What follows belongs to an exercise in optimizing a design on an open flow for small area, a short achievable clock period and few clock cycles; a production flow would make more cautious choices. The RTL was checked by simulation tests, not by an equivalence proof against the original design. No activity file was given, so power comes from the tool's default toggle rates.

==> flow/design.v (excerpt) <==
module interp_pair (
    input  wire        clk,
    input  wire        rst,
    input  wire        req_valid,
    output wire        req_ready,
    input  wire        req_unit,
    input  wire [4:0]  req_sel,
    input  wire [31:0] req_wdata,
    output reg         resp_valid,
    output reg  [31:0] resp_rdata
);
Size in the first run: about 630 flip-flops, ~75 I/O pins, roughly 49000 sq um of cells after synthesis.
export LEC_CHECK = 0
export CAP_MARGIN = 20
export CELL_PAD_IN_SITES_DETAIL_PLACEMENT = 0
export CELL_PAD_IN_SITES_GLOBAL_PLACEMENT = 1
export CORE_MARGIN = 2
export CORE_UTILIZATION = 42
export CTS_BUF_LIST = sky130_fd_sc_hd__clkbuf_8
export PLACE_DENSITY = 0.56
export SLEW_MARGIN = 20
export TNS_END_PERCENT = 30
create_clock -name core_clock -period 16.0 [get_ports {clk}]
standard.sh (not shown) runs the stock make flow with config.mk's settings and CLKGATE_MAP_FILE= SYNTH_SCRIPT=/design/flow/synth_recipe.tcl, a recipe that flattens the netlist after the stock synthesis.
==> flow/flow/run.sh <==
#!/bin/bash
set -euo pipefail
MARGIN=${MARGIN:-8}
bash standard.sh SETUP_SLACK_MARGIN=$MARGIN REMOVE_ABC_BUFFERS=1 finish > standard_make.log 2>&1
The starting point finished clean.
Testbench counts at the start, summed over its fixed seeds: cycles 24,023.
Next try:
- CELL_PAD_IN_SITES_DETAIL_PLACEMENT: 0 -> 1
- CELL_PAD_IN_SITES_GLOBAL_PLACEMENT: 1 -> 2
- CORE_UTILIZATION: 42 -> 30
- PLACE_DENSITY: 0.56 -> 0.45
What happened: The changed run produced a clean layout. Worst hold slack gets worse by 6.7 ps. Via count barely changes. Routed wire length rose by about a fifth. Sequential cell count does not change.
Next try:
- CELL_PAD_IN_SITES_DETAIL_PLACEMENT: 1 -> 0
- CELL_PAD_IN_SITES_GLOBAL_PLACEMENT: 2 -> 1
- CORE_UTILIZATION: 30 -> 38
- PLACE_DENSITY: 0.45 -> 0.52
=> Via count fell by about 0.4%; power fell by about 4%; critical path depth fell by 11; global-route usage rose by 4.5 points; worst hold slack gets better by 3.7 ps; clock power fell by about 8%; non-clock buffer count fell by 51; first-iteration DRC count rose by 31%.

---

Another version of the RTL of interp_pair (not shown whole).
Size in the first run: about 650 flip-flops, ~75 I/O pins.
==> flow/config.mk <==
export PLATFORM = sky130hd
export DESIGN_NAME = interp_pair
export DESIGN_NICKNAME = interp_pair
export VERILOG_FILES = /design/flow/design.v
export SDC_FILE = /design/flow/constraint.sdc
export NUM_CORES = 4
export LEC_CHECK = 0
export CAP_MARGIN = 20
export CELL_PAD_IN_SITES_DETAIL_PLACEMENT = 1
export CELL_PAD_IN_SITES_GLOBAL_PLACEMENT = 2
export CORE_MARGIN = 2
export CORE_UTILIZATION = 30
export CTS_BUF_LIST = sky130_fd_sc_hd__clkbuf_8
export PLACE_DENSITY = 0.45
export SLEW_MARGIN = 20
export TNS_END_PERCENT = 30
==> flow/constraint.sdc <==
create_clock -name core_clock -period 16.0 [get_ports {clk}]
set_input_delay 3.2000 -clock core_clock [delete_from_list [all_inputs] [get_ports {clk}]]
set_output_delay 3.2000 -clock core_clock [all_outputs]
set_load 0.01 [all_outputs]
==> flow/flow/run.sh <==
#!/bin/bash
set -euo pipefail
MARGIN=${MARGIN:-7.5}
bash standard.sh SETUP_SLACK_MARGIN=$MARGIN finish > standard_make.log 2>&1
The first run went through all stages and came out clean.
Testbench counts at the start, summed over its fixed seeds: cycles 24,023.
==> next run, changes <==
==> flow/flow/run.sh (replaced) <==
#!/bin/bash
set -euo pipefail
MARGIN=${MARGIN:-8}
bash standard.sh SETUP_SLACK_MARGIN=$MARGIN REMOVE_ABC_BUFFERS=1 finish > standard_make.log 2>&1
--- a/flow/config.mk
+++ b/flow/config.mk
@@ -8,8 +8,8 @@
 export CAP_MARGIN = 20
-export CELL_PAD_IN_SITES_DETAIL_PLACEMENT = 1
-export CELL_PAD_IN_SITES_GLOBAL_PLACEMENT = 2
+export CELL_PAD_IN_SITES_DETAIL_PLACEMENT = 0
+export CELL_PAD_IN_SITES_GLOBAL_PLACEMENT = 1
 export CORE_MARGIN = 2
-export CORE_UTILIZATION = 30
+export CORE_UTILIZATION = 38
 export CTS_BUF_LIST = sky130_fd_sc_hd__clkbuf_8
-export PLACE_DENSITY = 0.45
+export PLACE_DENSITY = 0.52
 export SLEW_MARGIN = 20
After rerunning:
- The changed run finished with timing, DRC and antenna clean
- global-route usage climbs by 5.1 points
- sequential power stays flat
- register-to-register slack improved by 140 ps
- cell count fell by a few percent
- final area is lower slightly
==> next run, changes <==
==> flow/flow/run.sh (replaced) <==
#!/bin/bash
set -euo pipefail
MARGIN=${MARGIN:-8}
bash standard.sh SETUP_SLACK_MARGIN=$MARGIN finish > standard_make.log 2>&1
==> flow/config.mk (replaced) <==
export PLATFORM = sky130hd
export DESIGN_NAME = interp_pair
export DESIGN_NICKNAME = interp_pair
export VERILOG_FILES = /design/flow/design.v
export SDC_FILE = /design/flow/constraint.sdc
export NUM_CORES = 4
export LEC_CHECK = 0
export CAP_MARGIN = 20
export CELL_PAD_IN_SITES_DETAIL_PLACEMENT = 1
export CELL_PAD_IN_SITES_GLOBAL_PLACEMENT = 2
export CORE_MARGIN = 2
export CORE_UTILIZATION = 30
export PLACE_DENSITY = 0.45
export SLEW_MARGIN = 20
Via count went down by 0.87%.
Routed wire length went up by 11%.
First-iteration DRC count went down by 23%.
Non-clock buffer count went up by 69.
Count of clock-buffer cells in the layout went down by 30.
Hold slack is about the same.
Worst setup slack gets better by 210 ps.
Combinational power went up by 7.5%.
Core utilization went down by 8.4 points.
Cell area went up by 3.0%.
Power went up by 3.9%.
==> next run, changes <==
==> flow/flow/run.sh (replaced) <==
#!/bin/bash
set -euo pipefail
MARGIN=${MARGIN:-8}
bash standard.sh SETUP_SLACK_MARGIN=$MARGIN REMOVE_ABC_BUFFERS=1 finish > standard_make.log 2>&1
--- a/flow/config.mk
+++ b/flow/config.mk
@@ -12,3 +12,5 @@
 export CORE_UTILIZATION = 30
+export CTS_BUF_LIST = sky130_fd_sc_hd__clkbuf_8
 export PLACE_DENSITY = 0.45
 export SLEW_MARGIN = 20
+export TNS_END_PERCENT = 30
Outcome: Count of clock-buffer cells in the layout climbs by 24; setup slack degrades by 12 ps; non-clock buffer count went down by 36; final area falls by 2.0%; core utilization decreases by 0.71 points; fmax is about the same; worst hold slack is better by 5.1 ps; sequential share of layout area grows by 0.56 points; first-iteration DRC count goes down by 1.0%; via count hardly moves.

## afterwards: timing with drivers on the ports
In the flow no input, the clock included, has a driving cell. The finished layouts below were timed again as built, in two steps. Step 1: set_driving_cell puts a clkbuf_16 on clk and a buf_2 on each other input, an assumption about the parent block. Step 2 adds t to the input delays and takes it off the output delays; t is the mean of the earliest and latest rising clock arrival at the registers after step 1. Input paths then give back, and output paths get back, about the clock's delay inside the block. a / b / c = no drivers / after step 1 / after step 2; a / b = the first two.
run | t, ns | slack for setup (ns) | worst setup path at the end | worst slew at a driven data input, ns
the first run of note 1 | 0.900 | 7.804 / 7.804 / 7.804 | register to register | 0.04
the second run of note 1 | 0.990 | 7.809 / 7.809 / 7.809 | register to register | 0.11
the third run of note 1 | 0.945 | 7.865 / 7.865 / 7.865 | register to register | 0.05
the first run of note 2 | 1.006 | 7.523 / 7.523 / 7.523 | register to register | 0.04
the second run of note 2 | 0.967 | 7.668 / 7.668 / 7.668 | register to register | 0.04
the third run of note 2 | 0.815 | 7.882 / 7.882 / 7.882 | register to register | 0.04
the fourth run of note 2 | 0.990 | 7.871 / 7.871 / 7.871 | register to register | 0.04
After both steps every run listed still meets setup and hold.
